Source: an optimization exercise on an open RTL-to-GDS flow (aim: small area). Production flows keep margins and buffers that such runs may drop. In this exercise RTL edits were held to simulation tests only and were not proved equivalent to the original. Power figures rest on the tool's default switching activity, not on a simulated workload.

## main
==> flow/design.v (excerpt) <==
module nb_engine (
    input  wire         clk,
    input  wire         rst,
    input  wire         cmd_valid,
    output wire         cmd_ready,
    input  wire [127:0] cmd_desc,
    output wire         busy,
    input  wire         src_valid,
    output wire         src_ready,
    input  wire [31:0]  src_data,
    output wire         dst_valid,
    output wire [31:0]  dst_data,
    input  wire [15:0]  cfg_wait_bound,
    input  wire         cfg_rfin_clk_low,
    output wire         bus_clk,
    output wire         bus_nrd,
    output wire         bus_start,
    output wire         bus_doe,
    output wire [7:0]   bus_dout,
    input  wire [7:0]   bus_din,
    input  wire         bus_nwait,
    output wire         irq_inhibit,
    input  wire [15:0]  owm_in,
    output wire         owm_we,
    output wire [15:0]  owm_wdata,
    output wire [1:0]   status_code,
    output wire [1:0]   status_where,
    output wire [31:0]  status_index,
    output wire [39:0]  status_addr
  ...
==> flow/config.mk <==
export PLATFORM = sky130hd
export DESIGN_NAME = nb_engine
export DESIGN_NICKNAME = nb_engine
export VERILOG_FILES = /design/flow/design.v
export SDC_FILE = /design/flow/constraint.sdc
export NUM_CORES = 4
export LEC_CHECK = 0
export CAP_MARGIN = 20
export CORE_MARGIN = 2
export CORE_UTILIZATION = 65
export SLEW_MARGIN = 20
==> flow/constraint.sdc <==
create_clock -name core_clock -period 8.0 [get_ports {clk}]
set_input_delay 1.6000 -clock core_clock [delete_from_list [all_inputs] [get_ports {clk}]]
set_output_delay 1.6000 -clock core_clock [all_outputs]
set_load 0.01 [all_outputs]
standard.sh (not shown) runs the stock make flow with config.mk's settings and CLKGATE_MAP_FILE= SYNTH_SCRIPT=/design/flow/synth_recipe.tcl, a recipe that flattens the netlist after the stock synthesis.
==> flow/flow/run.sh <==
#!/bin/bash
# Standard layout, with the port buffers made from the smallest buffer cell,
# the synthesis buffers removed before placement, and a clock tree of
# clkbuf_8 leaf clusters without dummy loads.
set -euo pipefail
export BUFFER_PORTS_ARGS="-buffer_cell sky130_fd_sc_hd__buf_1"
export REMOVE_ABC_BUFFERS=1
export CTS_ARGS="-sink_clustering_enable -repair_clock_nets -dont_use_dummy_load -sink_clustering_size 16 -sink_clustering_max_diameter 60 -buf_list sky130_fd_sc_hd__clkbuf_8"
bash standard.sh > standard.log 2>&1
## Diff of input files: the feature branch against main
-- flow/design.v --
<<< main, line 34
    localparam [5:0]
        S_IDLE   = 6'd0,
        S_END    = 6'd12,
        S_NRD    = 6'd28,
        S_START  = 6'd23,
        S_DIR    = 6'd13,
        S_AWAIT  = 6'd24,
        S_CE1    = 6'd14,
        S_CE2    = 6'd31,
        S_CE3    = 6'd25,
        S_CX1    = 6'd9,
        S_CX2    = 6'd17,
        S_WWAIT  = 6'd8,
        S_R_DIR  = 6'd26,
        S_R_NRD  = 6'd20,
        S_F_CLK  = 6'd4,
        S_F_NRD  = 6'd18,
        S_F_DIR  = 6'd2,
        S_FWAIT  = 6'd16,
        S_BEAT0  = 6'd32,
        S_RBEAT0 = 6'd34;
>>> the feature branch, line 34
    localparam [5:0]
        S_IDLE   = 6'd0,
        S_END    = 6'd21,
        S_NRD    = 6'd9,
        S_START  = 6'd22,
        S_DIR    = 6'd8,
        S_AWAIT  = 6'd10,
        S_CE1    = 6'd2,
        S_CE2    = 6'd7,
        S_CE3    = 6'd16,
        S_CX1    = 6'd26,
        S_CX2    = 6'd27,
        S_WWAIT  = 6'd19,
        S_R_DIR  = 6'd28,
        S_R_NRD  = 6'd11,
        S_F_CLK  = 6'd1,
        S_F_NRD  = 6'd4,
        S_F_DIR  = 6'd29,
        S_FWAIT  = 6'd3,
        S_BEAT0  = 6'd32,
        S_RBEAT0 = 6'd34;
The feature branch ended with every stage complete and zero timing, DRC or antenna violations. Compared with main, summed instance area of the synthesized netlist in the feature branch decreased slightly. Row average routed wire per standard cell: the feature branch higher / main lower. Between the feature branch and main, the area share of xor/xnor cells in the synthesized design figures differ only marginally. The feature branch vs main — slew at the pin closest to its max-slew limit rose 0.036 ns. | clock-cell share of area | main vs the feature branch | ≈ equal |. Between the feature branch and main, the time the worst path needs with I/O delays and setup figures differ only marginally. Cmp main and the feature branch / routed length on met2 / higher: main. The feature branch: cell count 20 below main.


== 04-27 ==
nb_engine, a different RTL version from the one above (not shown whole).
Size: about 1200 cells after synthesis, roughly 350 I/O pins, ~0.011 mm2 of cells after synthesis.
Settings: LEC_CHECK=0, CAP_MARGIN=20, CORE_MARGIN=2, CORE_UTILIZATION=65, SLEW_MARGIN=20; clock period 8.0 ns.
Scripts as last shown in full above: flow/flow/run.sh
04-27: flow completed, timing, DRC and antenna clean
Inputs modified between 04-27 and 03-19:
--- a/flow/design.v
+++ b/flow/design.v
@@ -127,25 +127,24 @@
     wire o_a1   = o_drv && ph_a && (beat == 3'd1);
     wire o_a2   = o_drv && ph_a && (beat == 3'd2);
     wire o_a3   = o_drv && ph_a && (beat == 3'd3);
     wire o_a4   = o_drv && ph_a && beat[2];
     wire o_w    = o_drv && !ph_a;
     wire o_hold = !s_drv && !rst;
     wire smp_last = s_smp && (beat[1:0] == 2'd3);
     wire w_go     = (seq == S_WWAIT) && bus_nwait;
     wire step     = smp_last || w_go;
     wire beat_end = ph_a ? beat[2] : (beat[1:0] == 2'd3);
     wire tmo_ev = s_wait && !bus_nwait && timeout;
     wire st_we  = rst || tmo_ev || s_end || (idle && cmd_valid && !d_ok);
-    wire tmo_st = tmo_ev && !rst;          
     assign c_up = s_wait;
     wire c_ld   = (seq == S_CE2);
     wire c_keep = c_up || (seq == S_CE3) || s_beat || (seq == S_CX1);
     assign cmd_ready    = idle;
     assign busy         = !idle;
     assign src_ready    = (seq == S_NRD) && !ph_a;
     assign dst_valid    = step_r && op_peek;
     assign dst_data     = w;
     assign bus_clk      = clk_r;
     assign bus_nrd      = nrd_r;
     assign bus_start    = start_r;
     assign bus_doe      = doe_r;
@@ -160,26 +159,26 @@
     always @(posedge clk) begin
         step_r <= step && !rst;
         a  <= idle ? d_addr : a_inc;
         rn <= idle ? ~d_n : rn_inc;
         i  <= idle ? 32'd0 : i_inc;
         if (idle)
             op_peek <= (d_opc == OPC_PEEK);
         cn <= c_ld ? ~owm_in : (c_keep ? c_inc : ~cfg_wait_bound);
         w <= ({32{w_ld}} & src_data) | ({32{w_sh}} & {bus_din, w[31:8]}) | ({32{w_hold}} & w);
         dout_r <= ({8{o_a0}} & a[7:0])   | ({8{o_a1}} & a[15:8]) | ({8{o_a2}} & a[23:16]) |
                   ({8{o_a3}} & a[31:24]) | ({8{o_a4}} & a[39:32]) | ({8{o_w}} & w[7:0]) |
                   ({8{o_hold}} & dout_r);
-        st_index <= ({32{tmo_st}} & i) | ({32{!st_we}} & st_index);
-        st_addr  <= ({40{tmo_st}} & a) | ({40{!st_we}} & st_addr);
+        st_index <= ({32{tmo_ev}} & i) | ({32{!st_we}} & st_index);
+        st_addr  <= ({40{tmo_ev}} & a) | ({40{!st_we}} & st_addr);
     end
     always @(posedge clk) begin
         if (rst) begin
             seq         <= S_IDLE;
             clk_r       <= 1'b0;
             nrd_r       <= 1'b1;
             start_r     <= 1'b0;
             doe_r       <= 1'b1;
             st_tmo      <= 1'b0;
             st_con      <= 1'b0;
             st_wh       <= 2'd0;
         end else begin
==> run summary <==
The flow did not stop early for 03-19: all stages ran, and the layout cleared the timing, design-rule and antenna checks.
Summary of 03-19 over 04-27: aggregate routed wire length grew by 1.2 mm; count of boundary I/O pins saw little to no change.
On 03-19: count of placed standard cells in the final layout, fillers left out is 9 lower than what 04-27 gave.
Between 03-19 and 04-27, post-synthesis sequential area ratio is lower for 04-27, 03-19 comes in above that.
Diff 04-27 -> 03-19: worst setup slack before clock tree synthesis fell 83 ps; logic gate share of total power fell 1.6 points; fraction of final layout cells with drive strength greater than 1 rose 0.22 points; sequential share of layout area rose 0.31 points; logic depth of the worst path, buffers included about even.
Setup slack of the critical path after layout, 03-19 and 04-27, lower one = 03-19.
In 03-19, post-placement cell area is lower than in 04-27.
[compare] base=04-27 new=03-19: final critical delay including setup and external delays higher; worst-margin pin slew higher.


Another version of the RTL of nb_engine (not shown whole).
Size: roughly 260 flip-flops, roughly 350 I/O pins, roughly 0.012 sq mm of cells after synthesis.
Design nb_engine, start of the top module:
module nb_engine (
    input  wire         clk,
    input  wire         rst,
    input  wire         cmd_valid,
    output wire         cmd_ready,
    input  wire [127:0] cmd_desc,
    output wire         busy,
    input  wire         src_valid,
    output wire         src_ready,
    input  wire [31:0]  src_data,
    output wire         dst_valid,
    output wire [31:0]  dst_data,
    input  wire [15:0]  cfg_wait_bound,
    input  wire         cfg_rfin_clk_low,
    output wire         bus_clk,
    output wire         bus_nrd,
    output wire         bus_start,
    output wire         bus_doe,
    output wire [7:0]   bus_dout,
    input  wire [7:0]   bus_din,
    input  wire         bus_nwait,
    output wire         irq_inhibit,
    input  wire [15:0]  owm_in,
    output wire         owm_we,
    output wire [15:0]  owm_wdata,
    output wire [1:0]   status_code,
    output wire [1:0]   status_where,
    output wire [31:0]  status_index,
    output wire [39:0]  status_addr
);
export LEC_CHECK = 0
export CAP_MARGIN = 20
export CORE_MARGIN = 2
export CORE_UTILIZATION = 60
export CTS_BUF_LIST = sky130_fd_sc_hd__clkbuf_16
export CTS_CLUSTER_DIAMETER = 90
export CTS_CLUSTER_SIZE = 26
export SLEW_MARGIN = 20
create_clock -name core_clock -period 8.0 [get_ports {clk}]
==> flow/flow/run.sh <==
#!/bin/bash
# Standard layout, with the port buffers made from the smallest buffer cell.
set -euo pipefail
export BUFFER_PORTS_ARGS="-buffer_cell sky130_fd_sc_hd__buf_1"
bash standard.sh > standard.log 2>&1
Then changed:
--- a/flow/design.v
+++ b/flow/design.v
@@ -74,33 +74,38 @@
     reg [39:0] st_addr;
     wire [7:0]  d_opc  = cmd_desc[127:120];
     wire [23:0] d_rsv  = cmd_desc[119:96];
     wire [31:0] d_n    = cmd_desc[95:64];
     wire [39:0] d_addr = cmd_desc[39:0];
     wire        d_ok   = (d_rsv == 24'd0) && (d_opc == OPC_POKE || d_opc == OPC_PEEK);
+    wire        d_n0   = (d_n == 32'd0);
     wire c_up;
     wire [40:0] a_cy;
     wire [32:0] i_cy;
     wire [32:0] r_cy;
     wire [16:0] c_cy;
     assign a_cy[0] = step_r;
     assign i_cy[0] = step_r;
     assign r_cy[0] = step_r;
     assign c_cy[0] = c_up;
     genvar g;
     generate
         for (g = 0; g < 40; g = g + 1) begin : g_a
-            if (g == 19) begin : g_la
-                assign a_cy[g+1] = a_cy[0] & (&a[19:0]);
+            if (g % 8 == 7)
+                assign a_cy[g+1] = a_cy[g-7] & (&a[g:g-7]);
+            else
+                assign a_cy[g+1] = a_cy[g] & a[g];
+        end
+        for (g = 0; g < 32; g = g + 1) begin : g_i
+            if (g % 8 == 7) begin : g_la
+                assign i_cy[g+1] = i_cy[g-7] & (&i[g:g-7]);
+                assign r_cy[g+1] = r_cy[g-7] & (&rn[g:g-7]);
             end else begin : g_rp
-                assign a_cy[g+1] = a_cy[g] & a[g];
+                assign i_cy[g+1] = i_cy[g] & i[g];
+                assign r_cy[g+1] = r_cy[g] & rn[g];
             end
-        end
-        for (g = 0; g < 32; g = g + 1) begin : g_i
-            assign i_cy[g+1] = i_cy[g] & i[g];
-            assign r_cy[g+1] = r_cy[g] & rn[g];
         end
         for (g = 0; g < 16; g = g + 1) begin : g_c
             assign c_cy[g+1] = c_cy[g] & c[g];
         end
     endgenerate
     wire [39:0] a_inc = a ^ a_cy[39:0];
@@ -111,34 +116,34 @@
     wire        last   = rn_hi & !rn[0];    
     wire        fin    = rn_hi & rn[0];     
     wire        pg_end = (a[7:0] == 8'hFF);
     wire timeout = (cfg_wait_bound != 16'd0) && (c_inc == cfg_wait_bound);
     wire [5-1:0] rfin_first = cfg_rfin_clk_low ? S_F_CLK : S_F_NRD;
     wire idle  = (seq == S_IDLE);
-    wire s_end = (seq == S_END) || ((seq == S_NRD) && ph_a && !op_peek && fin);
     wire s_drv = (seq == S_DRV);
     wire s_cx2 = (seq == S_CX2);
     wire in_cs = (seq == S_CE2) || (seq == S_CE3) || (seq == S_DRV) || (seq == S_HI) || (seq == S_LO) || (seq == S_CX1) || (seq == S_CX2);
     wire s_wait = (seq == S_AWAIT) || (seq == S_WWAIT) || (seq == S_FWAIT);
-    wire [4:0] bsel;
-    assign bsel[0] = (c[2:0] == 3'd0);
-    assign bsel[1] = (c[2:0] == 3'd1);
-    assign bsel[2] = (c[2:0] == 3'd2);
-    assign bsel[3] = (c[2:0] == 3'd3);
-    assign bsel[4] = c[2];
-    wire [7:0] a_byte = ({8{bsel[0]}} & a[7:0])   | ({8{bsel[1]}} & a[15:8]) |
-                        ({8{bsel[2]}} & a[23:16]) | ({8{bsel[3]}} & a[31:24]) |
-                        ({8{bsel[4]}} & a[39:32]);
+    reg [7:0] a_byte;
+    always @(*) begin
+        case (c[2:0])
+            3'd0:    a_byte = a[7:0];
+            3'd1:    a_byte = a[15:8];
+            3'd2:    a_byte = a[23:16];
+            3'd3:    a_byte = a[31:24];
+            default: a_byte = a[39:32];
+        endcase
+    end
     wire smp_last = (seq == S_R_SMP) && (c[1:0] == 2'd3);
     wire w_go     = (seq == S_WWAIT) && bus_nwait;
     wire step     = smp_last || w_go;
     wire beat_end = ph_a ? c[2] : (c[1:0] == 2'd3);
     wire tmo_ev = s_wait && !bus_nwait && timeout;
-    wire i_clr  = rst || idle || s_end;
+    wire i_clr  = rst || idle || (seq == S_END);
     wire [31:0] i_d = i_clr ? 32'd0 : i_inc;
-    wire st_we  = rst || tmo_ev || s_end || (idle && cmd_valid && !d_ok);
+    wire st_we  = rst || tmo_ev || (seq == S_END) || (idle && cmd_valid && !d_ok);
     assign c_up = s_wait || (seq == S_LO) || (seq == S_R_SMP);
     wire c_clr = !(c_up || (seq == S_DRV) || (seq == S_HI) || (seq == S_R_LO) || (seq == S_R_HI));
     assign cmd_ready    = idle;
     assign busy         = !idle;
     assign src_ready    = (seq == S_NRD) && !ph_a;
     assign dst_valid    = step_r && op_peek;
@@ -195,32 +200,28 @@
             end else begin
                 case (seq)
                     S_IDLE: begin
                         ph_a <= 1'b1;
                         if (cmd_valid) begin
                             if (d_ok) begin
-                                seq <= S_NRD;
+                                if (d_opc == OPC_POKE && d_n0)
+                                    seq <= S_END;
+                                else
+                                    seq <= S_NRD;
                             end else begin
                                 st_tmo <= 1'b0;
                                 st_con <= 1'b1;
                             end
                         end
                     end
                     S_END: begin
                         st_tmo <= 1'b0;
                         st_con <= 1'b0;
                         seq    <= S_IDLE;
                     end
-                    S_NRD: begin
-                        if (s_end) begin
-                            st_tmo <= 1'b0;
-                            st_con <= 1'b0;
-                            seq    <= S_IDLE;
-                        end else if (ph_a || src_valid)
-                            seq <= S_START;
-                    end
+                    S_NRD:   if (ph_a || src_valid) seq <= S_START;
                     S_START: begin if (ph_a) start_r <= 1'b1; seq <= S_DIR; end
                     S_DIR:   seq <= ph_a ? S_AWAIT : S_CE1;
                     S_AWAIT: if (bus_nwait) seq <= S_CE1;
                     S_CE1:   seq <= S_CE2;
                     S_CE2:   seq <= S_CE3;
                     S_CE3:   seq <= S_DRV;
What happened: Combinational power rises by 3.1%; final area rises by 1.1%; global-route usage rises by 1.1 points; power barely changes; count of clock-buffer cells in the layout stays the same; cell count rises by 0.55%; setup slack is better by 0.39 ns; synthesized cell count rises by 0.75%; flip-flop and latch count stays the same.

separate check: timing with driven ports:
The results above use ideal ports. As a check the final layouts listed here were re-extracted and re-timed, cells and wires unchanged.
Step 1 (the two cells are an assumption about what drives the block):
set clk [get_ports {clk}]
set_driving_cell -lib_cell sky130_fd_sc_hd__clkbuf_16 $clk
set_driving_cell -lib_cell sky130_fd_sc_hd__buf_2 [delete_from_list [all_inputs] $clk]
Step 2 moves the port delays by t, midway between the first and last clock arrival at a register: inputs arrive t later, outputs are due t later. That takes back most of the time a late clock gives input paths.
Three values: no drivers, after step 1, after step 2; two values: the first two.
run	t (ns)	setup WS [ns]	hold WS [ns]	worst setup path after step 2	clock arrival spread, ns
main	0.551	1.287 / 1.287 / 1.287	0.459 / 0.459 / 0.459	register to register	0.077 / 0.078
the feature branch	0.561	1.285 / 1.285 / 1.285	0.464 / 0.464 / 0.464	register to register	0.023 / 0.022
04-27	0.555	1.498 / 1.498 / 1.498	0.460 / 0.460 / 0.460	register to register	0.062 / 0.062
03-19	0.558	1.405 / 1.405 / 1.405	0.464 / 0.464 / 0.464	register to register	0.016 / 0.016
the first run of note 3	0.528	1.359 / 1.359 / 1.359	0.463 / 0.463 / 0.463	register to register	0.021 / 0.021
the second run of note 3	0.526	1.745 / 1.745 / 1.745	0.482 / 0.482 / 0.482	register to register	0.022 / 0.022
After both steps every run listed still meets setup and hold.
